This design comes from an exercise in tuning for small area, a short achievable clock period and few clock cycles on the open sky130 flow, not from production work.
Power and IR drop assume default switching activity.

Setup of the previous run:
==> flow/design.v <==
module nrf_host_link (
    input  wire        clk,
    input  wire        rst,
    input  wire        in_valid,
    input  wire [7:0]  in_data,
    input  wire        in_last,
    output reg         in_ready,
    output reg         pay_valid,
    output wire [7:0]  pay_data,
    output wire        pay_last,
    input  wire        pay_ready,
    output reg         cmd_done,
    output reg  [6:0]  cfg_channel,
    output reg  [1:0]  cfg_speed,
    output reg  [39:0] cfg_tx,
    output reg  [39:0] cfg_rx,
    output reg  [3:0]  cfg_opt,       
    input  wire        rx_valid,
    input  wire [7:0]  rx_data,
    input  wire        rx_last,
    output reg         rx_ready,
    output reg         out_valid,
    output reg  [7:0]  out_data,
    output reg         out_last,
    input  wire        out_ready
);
    localparam CAPACITY  = 32;
    localparam CMD_IDENT = 8'h21;
    localparam CR        = 8'h0D;
    localparam LF        = 8'h0A;
    localparam [6:0]  DEFAULT_CHANNEL = 7'h4C;
    localparam [1:0]  DEFAULT_SPEED   = 2'd1;
    localparam [39:0] DEFAULT_TX      = 40'hE7E7E7E7E7;
    localparam [39:0] DEFAULT_RX      = 40'hC2C2C2C2C2;
    localparam [3:0]  DEFAULT_OPTIONS = 4'b1101;    
    function [3:0] hexval;
        input [7:0] c;
        begin
            hexval = 4'd0;
            if (c[7:4] == 4'h3) begin
                if (!c[3] || c[2:1] == 2'b00) hexval = c[3:0];
            end else if (c[7:4] == 4'h4 || c[7:4] == 4'h6) begin
                case (c[3:0])
                    4'h1: hexval = 4'hA;
                    4'h2: hexval = 4'hB;
                    4'h3: hexval = 4'hC;
                    4'h4: hexval = 4'hD;
                    4'h5: hexval = 4'hE;
                    4'h6: hexval = 4'hF;
                    default: hexval = 4'd0;
                endcase
            end
        end
    endfunction
    function is_le;
        input [7:0] c;
        is_le = (c == CR) || (c == LF);
    endfunction
    function is_pass;
        input [7:0] c;
        is_pass = (c >= 8'h20 && c <= 8'h7E) || is_le(c);
    endfunction
    function [7:0] hexch;
        input [3:0] n;
        case (n)
            4'hA: hexch = 8'h41;
            4'hB: hexch = 8'h42;
            4'hC: hexch = 8'h43;
            4'hD: hexch = 8'h44;
            4'hE: hexch = 8'h45;
            4'hF: hexch = 8'h46;
            default: hexch = {4'h3, n};
        endcase
    endfunction
    reg        iv;               
    reg  [7:0] id;
    reg        il, ile, i21;
    reg  [3:0] ihv;
    reg [7:0] qd0, qd1, qd2;
    reg       ql0, ql1, ql2;
    reg       v0, v1, v2;
    reg       topen;             
    assign pay_data = qd0;
    assign pay_last = ql0;
    wire in_fire = in_valid && in_ready;
    wire proc    = iv && !v2;    
    wire iv_n    = in_fire || (iv && v2);
    always @(posedge clk) begin
        if (in_fire) begin
            id  <= in_data;
            il  <= in_last;
            ile <= is_le(in_data);
            i21 <= (in_data == CMD_IDENT);
            ihv <= hexval(in_data);
        end
        if (rst) iv <= 1'b0;
        else     iv <= iv_n;
    end
    reg       first;             
    reg       cmd;               
    reg       lo;                
    reg [5:0] cnt;               
    reg       v_c, v_s, v_t, v_r, optact;
    wire strip = cfg_opt[0];
    wire hex   = cfg_opt[1];
    wire cmdx  = first ? i21 : cmd;
    wire room  = !cnt[5];
    reg       push, patch, lo_n;
    reg [7:0] pdata;
    always @(*) begin
        push  = 1'b0;
        patch = 1'b0;
        lo_n  = lo;
        pdata = id;
        if (!hex) begin
            push = !(strip && ile);
        end else if (!lo) begin
            if (ile) begin
                push = !strip;
            end else begin
                push  = 1'b1;
                pdata = {ihv, 4'd0};
                lo_n  = room;
            end
        end else begin
            lo_n = 1'b0;
            if (ile) push  = !strip;
            else     patch = 1'b1;
        end
        push = push && room;
    end
    wire d_fire  = proc && !cmdx;
    wire d_push  = d_fire && push;
    wire d_patch = d_fire && patch;
    wire d_close = d_fire && il;
    wire pop = pay_valid && pay_ready;
    wire a_w0 = d_push && !v0;
    wire a_w1 = d_push && v0 && !v1;
    wire a_w2 = d_push && v1;
    wire a_t0 = v0 && !v1;       
    wire a_t1 = v1 && !v2;
    wire a_t2 = v2;
    wire b_w0 = d_push && !v1;
    wire b_w1 = d_push && v1;
    wire b_t0 = v1 && !v2;
    wire b_t1 = v2;
    wire close_tail = d_close && !d_push && topen;
    reg [7:0] a_d0, a_d1, a_d2, b_d0, b_d1;
    reg       a_l0, a_l1, a_l2, b_l0, b_l1;
    always @(*) begin
        a_d0 = a_w0 ? pdata : qd0;
        a_d1 = a_w1 ? pdata : qd1;
        a_d2 = a_w2 ? pdata : qd2;
        a_l0 = a_w0 ? il : (ql0 || (close_tail && a_t0));
        a_l1 = a_w1 ? il : (ql1 || (close_tail && a_t1));
        a_l2 = a_w2 ? il : (ql2 || (close_tail && a_t2));
        if (d_patch && a_t0) a_d0[3:0] = ihv;
        if (d_patch && a_t1) a_d1[3:0] = ihv;
        if (d_patch && a_t2) a_d2[3:0] = ihv;
        b_d0 = b_w0 ? pdata : qd1;
        b_d1 = b_w1 ? pdata : qd2;
        b_l0 = b_w0 ? il : (ql1 || (close_tail && b_t0));
        b_l1 = b_w1 ? il : (ql2 || (close_tail && b_t1));
        if (d_patch && b_t0) b_d0[3:0] = ihv;
        if (d_patch && b_t1) b_d1[3:0] = ihv;
    end
    wire topen_n = d_push ? !il : (topen && !d_close);
    wire a_v0 = v0 || d_push;
    wire a_v1 = v1 || (d_push && v0);
    wire a_v2 = v2 || (d_push && v1);
    wire b_v0 = v1 || d_push;
    wire b_v1 = v2 || (d_push && v1);
    wire a_pv = a_v0 && (a_v1 || !topen_n);
    wire b_pv = b_v0 && (b_v1 || !topen_n);
    wire a_ir = !iv_n || !a_v2;
    always @(posedge clk) begin
        qd0 <= pop ? b_d0 : a_d0;
        qd1 <= pop ? b_d1 : a_d1;
        qd2 <= a_d2;
        ql0 <= pop ? b_l0 : a_l0;
        ql1 <= pop ? b_l1 : a_l1;
        ql2 <= a_l2;
        if (rst) begin
            v0        <= 1'b0;
            v1        <= 1'b0;
            v2        <= 1'b0;
            topen     <= 1'b0;
            pay_valid <= 1'b0;
            in_ready  <= 1'b1;
        end else begin
            v0        <= pop ? b_v0 : a_v0;
            v1        <= pop ? b_v1 : a_v1;
            v2        <= pop ? 1'b0 : a_v2;
            topen     <= topen_n;
            pay_valid <= pop ? b_pv : a_pv;
            in_ready  <= pop ? 1'b1 : a_ir;
        end
    end
    wire c_fire = proc && cmd;           
    wire c_verb = c_fire && (cnt == 6'd1);
    wire c_arg  = c_fire && room;
    integer k;
    always @(posedge clk) begin
        if (rst) begin
            first       <= 1'b1;
            lo          <= 1'b0;
            cnt         <= 6'd0;
            cmd_done    <= 1'b0;
            cfg_channel <= DEFAULT_CHANNEL;
            cfg_speed   <= DEFAULT_SPEED;
            cfg_tx      <= DEFAULT_TX;
            cfg_rx      <= DEFAULT_RX;
            cfg_opt     <= DEFAULT_OPTIONS;
        end else begin
            cmd_done <= proc && il && cmdx;
            if (proc) begin
                first <= il;
                if (il) begin
                    cnt <= 6'd0;
                    lo  <= 1'b0;
                end else begin
                    if (cmdx ? room : push)
                        cnt <= cnt + 6'd1;
                    if (!cmdx)
                        lo <= lo_n;
                end
            end
            if (c_verb) begin
                if (id == 8'h63) cfg_channel <= 7'd0;
                if (id == 8'h73) cfg_speed   <= 2'd0;
                if (id == 8'h74) cfg_tx      <= 40'd0;
                if (id == 8'h72) cfg_rx      <= 40'd0;
            end
            if (c_arg) begin
                if (v_c && cnt == 6'd2) cfg_channel[6:4] <= ihv[2:0];
                if (v_c && cnt == 6'd3) cfg_channel[3:0] <= ihv;
                if (v_s && cnt == 6'd2 && ihv != 4'd0) cfg_speed <= 2'd2;
                if (v_s && cnt == 6'd3 && !cfg_speed[1])
                    cfg_speed <= (ihv[3:1] != 3'd0) ? 2'd2 : ihv[1:0];
                for (k = 0; k < 5; k = k + 1) begin
                    if (cnt == 2 + 2 * k) begin
                        if (v_t) cfg_tx[8*k+4 +: 4] <= ihv;
                        if (v_r) cfg_rx[8*k+4 +: 4] <= ihv;
                    end
                    if (cnt == 3 + 2 * k) begin
                        if (v_t) cfg_tx[8*k +: 4] <= ihv;
                        if (v_r) cfg_rx[8*k +: 4] <= ihv;
                    end
                end
                if (optact && cnt >= 6'd2) begin
                    case (id)
                        8'h6C: cfg_opt[0] <= 1'b0;
                        8'h4C: cfg_opt[0] <= 1'b1;
                        8'h78: cfg_opt[1] <= 1'b0;
                        8'h58: cfg_opt[1] <= 1'b1;
                        8'h61: cfg_opt[2] <= 1'b0;
                        8'h41: cfg_opt[2] <= 1'b1;
                        8'h64: cfg_opt[3] <= 1'b0;
                        8'h44: cfg_opt[3] <= 1'b1;
                        default: ;
                    endcase
                end
            end
        end
    end
    always @(posedge clk) begin
        if (proc)
            cmd <= cmdx && !il;
        if (c_verb) begin
            v_c    <= (id == 8'h63);
            v_s    <= (id == 8'h73);
            v_t    <= (id == 8'h74);
            v_r    <= (id == 8'h72);
            optact <= (id == 8'h6F);
        end else if (c_arg && optact && cnt >= 6'd2) begin
            case (id)
                8'h6C, 8'h4C, 8'h78, 8'h58, 8'h61, 8'h41, 8'h64, 8'h44: ;
                default: optact <= 1'b0;
            endcase
        end
    end
    localparam W_EMPTY = 3'd0;
    localparam W_START = 3'd1;    
    localparam W_HI    = 3'd2;    
    localparam W_LO    = 3'd3;    
    localparam W_LF    = 3'd4;    
    reg [2:0] ws;
    reg [7:0] wb;
    reg       wl, wpass;
    wire       rx_fire = rx_valid && rx_ready;
    wire       w_src   = (ws != W_EMPTY);
    wire [7:0] sb      = w_src ? wb : rx_data;
    wire       sl      = w_src ? wl : rx_last;
    wire       spass   = w_src ? wpass : is_pass(rx_data);
    wire [2:0] ss      = w_src ? ws : (rx_fire ? W_START : W_EMPTY);
    reg        g_v, g_l;
    reg  [7:0] g_d;
    reg  [2:0] g_rem;
    always @(*) begin
        g_v   = 1'b1;
        g_l   = 1'b0;
        g_d   = LF;
        g_rem = W_EMPTY;
        case (ss)
            W_START: begin
                g_d   = spass ? sb : 8'h5C;
                g_l   = spass && sl && (sb == LF);
                g_rem = !spass ? W_HI : (sl && sb != LF) ? W_LF : W_EMPTY;
            end
            W_HI: begin
                g_d   = hexch(sb[7:4]);
                g_rem = W_LO;
            end
            W_LO: begin
                g_d   = hexch(sb[3:0]);
                g_rem = sl ? W_LF : W_EMPTY;
            end
            W_LF: begin
                g_l   = 1'b1;
            end
            default: g_v = 1'b0;
        endcase
    end
    wire       ofree = !out_valid || out_ready;
    wire [2:0] ws_n  = ofree ? g_rem : ss;
    always @(posedge clk) begin
        wb    <= sb;
        wl    <= sl;
        wpass <= spass;
        if (ofree) begin
            out_data <= g_d;
            out_last <= g_l;
        end
        if (rst) begin
            ws        <= W_EMPTY;
            out_valid <= 1'b0;
            rx_ready  <= 1'b1;
        end else begin
            ws        <= ws_n;
            if (ofree)
                out_valid <= g_v;
            rx_ready  <= (ws_n == W_EMPTY);
        end
    end
endmodule
export LEC_CHECK = 0
export CAP_MARGIN = 20
export CORE_MARGIN = 2
export CORE_UTILIZATION = 40
export SLEW_MARGIN = 20
create_clock -name core_clock -period 8.0 [get_ports {clk}]
standard.sh (not shown) runs the stock make flow with config.mk's settings and CLKGATE_MAP_FILE= SYNTH_SCRIPT=/design/flow/synth_recipe.tcl, a recipe that flattens the netlist after the stock synthesis.
==> flow/flow/run.sh <==
#!/bin/bash
set -euo pipefail
export BUFFER_PORTS_ARGS="-buffer_cell sky130_fd_sc_hd__buf_1"
export SETUP_SLACK_MARGIN=5.45
export CTS_ARGS="-sink_clustering_enable -repair_clock_nets -root_buf sky130_fd_sc_hd__clkbuf_16 -buf_list sky130_fd_sc_hd__clkbuf_8 -dont_use_dummy_load"
bash standard.sh > standard.log 2>&1
The previous run completed every stage of the flow, and the final layout passed the timing, design-rule and antenna checks.
> inputs changed (the previous run -> the current run)
--- a/flow/design.v
+++ b/flow/design.v
@@ -132,9 +132,8 @@
     wire d_fire  = proc && !cmdx;
     wire d_push  = d_fire && push;
     wire d_patch = d_fire && patch;
     wire d_close = d_fire && il;
-    wire pop = pay_valid && pay_ready;
     wire a_w0 = d_push && !v0;
     wire a_w1 = d_push && v0 && !v1;
     wire a_w2 = d_push && v1;
     wire a_t0 = v0 && !v1;       
@@ -172,14 +171,23 @@
     wire b_v1 = v2 || (d_push && v1);
     wire a_pv = a_v0 && (a_v1 || !topen_n);
     wire b_pv = b_v0 && (b_v1 || !topen_n);
     wire a_ir = !iv_n || !a_v2;
+    wire [7:0] c_d0 = pay_valid ? b_d0 : a_d0;
+    wire [7:0] c_d1 = pay_valid ? b_d1 : a_d1;
+    wire       c_l0 = pay_valid ? b_l0 : a_l0;
+    wire       c_l1 = pay_valid ? b_l1 : a_l1;
+    wire       c_v0 = pay_valid ? b_v0 : a_v0;
+    wire       c_v1 = pay_valid ? b_v1 : a_v1;
+    wire       c_v2 = !pay_valid && a_v2;
+    wire       c_pv = pay_valid ? b_pv : a_pv;
+    wire       c_ir = pay_valid || a_ir;
     always @(posedge clk) begin
-        qd0 <= pop ? b_d0 : a_d0;
-        qd1 <= pop ? b_d1 : a_d1;
+        qd0 <= pay_ready ? c_d0 : a_d0;
+        qd1 <= pay_ready ? c_d1 : a_d1;
         qd2 <= a_d2;
-        ql0 <= pop ? b_l0 : a_l0;
-        ql1 <= pop ? b_l1 : a_l1;
+        ql0 <= pay_ready ? c_l0 : a_l0;
+        ql1 <= pay_ready ? c_l1 : a_l1;
         ql2 <= a_l2;
         if (rst) begin
             v0        <= 1'b0;
             v1        <= 1'b0;
@@ -187,14 +195,14 @@
             topen     <= 1'b0;
             pay_valid <= 1'b0;
             in_ready  <= 1'b1;
         end else begin
-            v0        <= pop ? b_v0 : a_v0;
-            v1        <= pop ? b_v1 : a_v1;
-            v2        <= pop ? 1'b0 : a_v2;
+            v0        <= pay_ready ? c_v0 : a_v0;
+            v1        <= pay_ready ? c_v1 : a_v1;
+            v2        <= pay_ready ? c_v2 : a_v2;
             topen     <= topen_n;
-            pay_valid <= pop ? b_pv : a_pv;
-            in_ready  <= pop ? 1'b1 : a_ir;
+            pay_valid <= pay_ready ? c_pv : a_pv;
+            in_ready  <= pay_ready ? c_ir : a_ir;
         end
     end
     wire c_fire = proc && cmd;           
     wire c_verb = c_fire && (cnt == 6'd1);
@@ -283,17 +291,18 @@
     localparam W_START = 3'd1;    
     localparam W_HI    = 3'd2;    
     localparam W_LO    = 3'd3;    
     localparam W_LF    = 3'd4;    
+    reg       rv, rl, rpass;
+    reg [7:0] rb;
     reg [2:0] ws;
     reg [7:0] wb;
     reg       wl, wpass;
-    wire       rx_fire = rx_valid && rx_ready;
     wire       w_src   = (ws != W_EMPTY);
-    wire [7:0] sb      = w_src ? wb : rx_data;
-    wire       sl      = w_src ? wl : rx_last;
-    wire       spass   = w_src ? wpass : is_pass(rx_data);
-    wire [2:0] ss      = w_src ? ws : (rx_fire ? W_START : W_EMPTY);
+    wire [7:0] sb      = w_src ? wb : rb;
+    wire       sl      = w_src ? wl : rl;
+    wire       spass   = w_src ? wpass : rpass;
+    wire [2:0] ss      = w_src ? ws : (rv ? W_START : W_EMPTY);
     reg        g_v, g_l;
     reg  [7:0] g_d;
     reg  [2:0] g_rem;
     always @(*) begin
@@ -320,26 +329,34 @@
             end
             default: g_v = 1'b0;
         endcase
     end
-    wire       ofree = !out_valid || out_ready;
-    wire [2:0] ws_n  = ofree ? g_rem : ss;
+    wire       rx_fire = rx_valid && rx_ready;
+    wire       ofree   = !out_valid || out_ready;
+    wire       rv_n    = rx_fire || (rv && w_src);
     always @(posedge clk) begin
         wb    <= sb;
         wl    <= sl;
         wpass <= spass;
+        if (rx_fire) begin
+            rb    <= rx_data;
+            rl    <= rx_last;
+            rpass <= is_pass(rx_data);
+        end
         if (ofree) begin
             out_data <= g_d;
             out_last <= g_l;
         end
         if (rst) begin
             ws        <= W_EMPTY;
+            rv        <= 1'b0;
             out_valid <= 1'b0;
             rx_ready  <= 1'b1;
         end else begin
-            ws        <= ws_n;
+            ws        <= ofree ? g_rem : ss;
+            rv        <= rv_n;
             if (ofree)
                 out_valid <= g_v;
-            rx_ready  <= (ws_n == W_EMPTY);
+            rx_ready  <= !rv_n || (ofree ? (g_rem == W_EMPTY) : (ss == W_EMPTY));
         end
     end
 endmodule
Findings:
Of the current run and the previous run, the current run shows the higher number of DRC markers after the initial detailed-route iteration, with the previous run below it. The current run can be clocked faster than the previous run. On number of max-slew violations in the final report, the current run and the previous run are basically level. Pin slew with the least headroom to its limit was higher in the run labelled the current run. In the tables for the current run and the previous run, core footprint reads lower with the previous run. Going from the previous run to the current run, internal cell power grew by a few percent. Compared to the previous run, the router laid down more metal wire for the current run. When the final numbers for the current run and the previous run were put side by side, the final critical-path setup slack turned out to be greater in the current run.
Function was not checked in any run of this note: the RTL went through the layout flow alone.

## re-timing with driven ports
Ports are ideal in the flow. The routed layouts listed here were re-timed in OpenROAD.
Step 1 assumes that a clkbuf_16 drives the clock port and a buf_2 every other input.
Step 2 times the ports against the registers' clock, not the clock port: input delays grow and output delays shrink by t, the midpoint of the rising clock arrivals with the driver on.
Three values: ideal ports, drivers, drivers and shift; two values: the first two.
run | t (ns) | setup slack, ns | hold slack, ns
the previous run | 0.423 | 5.231 / 5.238 / 4.815 | 0.453 / 0.453 / 0.453
the current run | 0.426 | 5.478 / 5.433 / 5.101 | 0.465 / 0.465 / 0.465
After both steps setup and hold are still met in every run listed. The setup slack of the previous run, which loses most, moves by +0.007 ns with the drivers and by -0.416 ns with both steps.
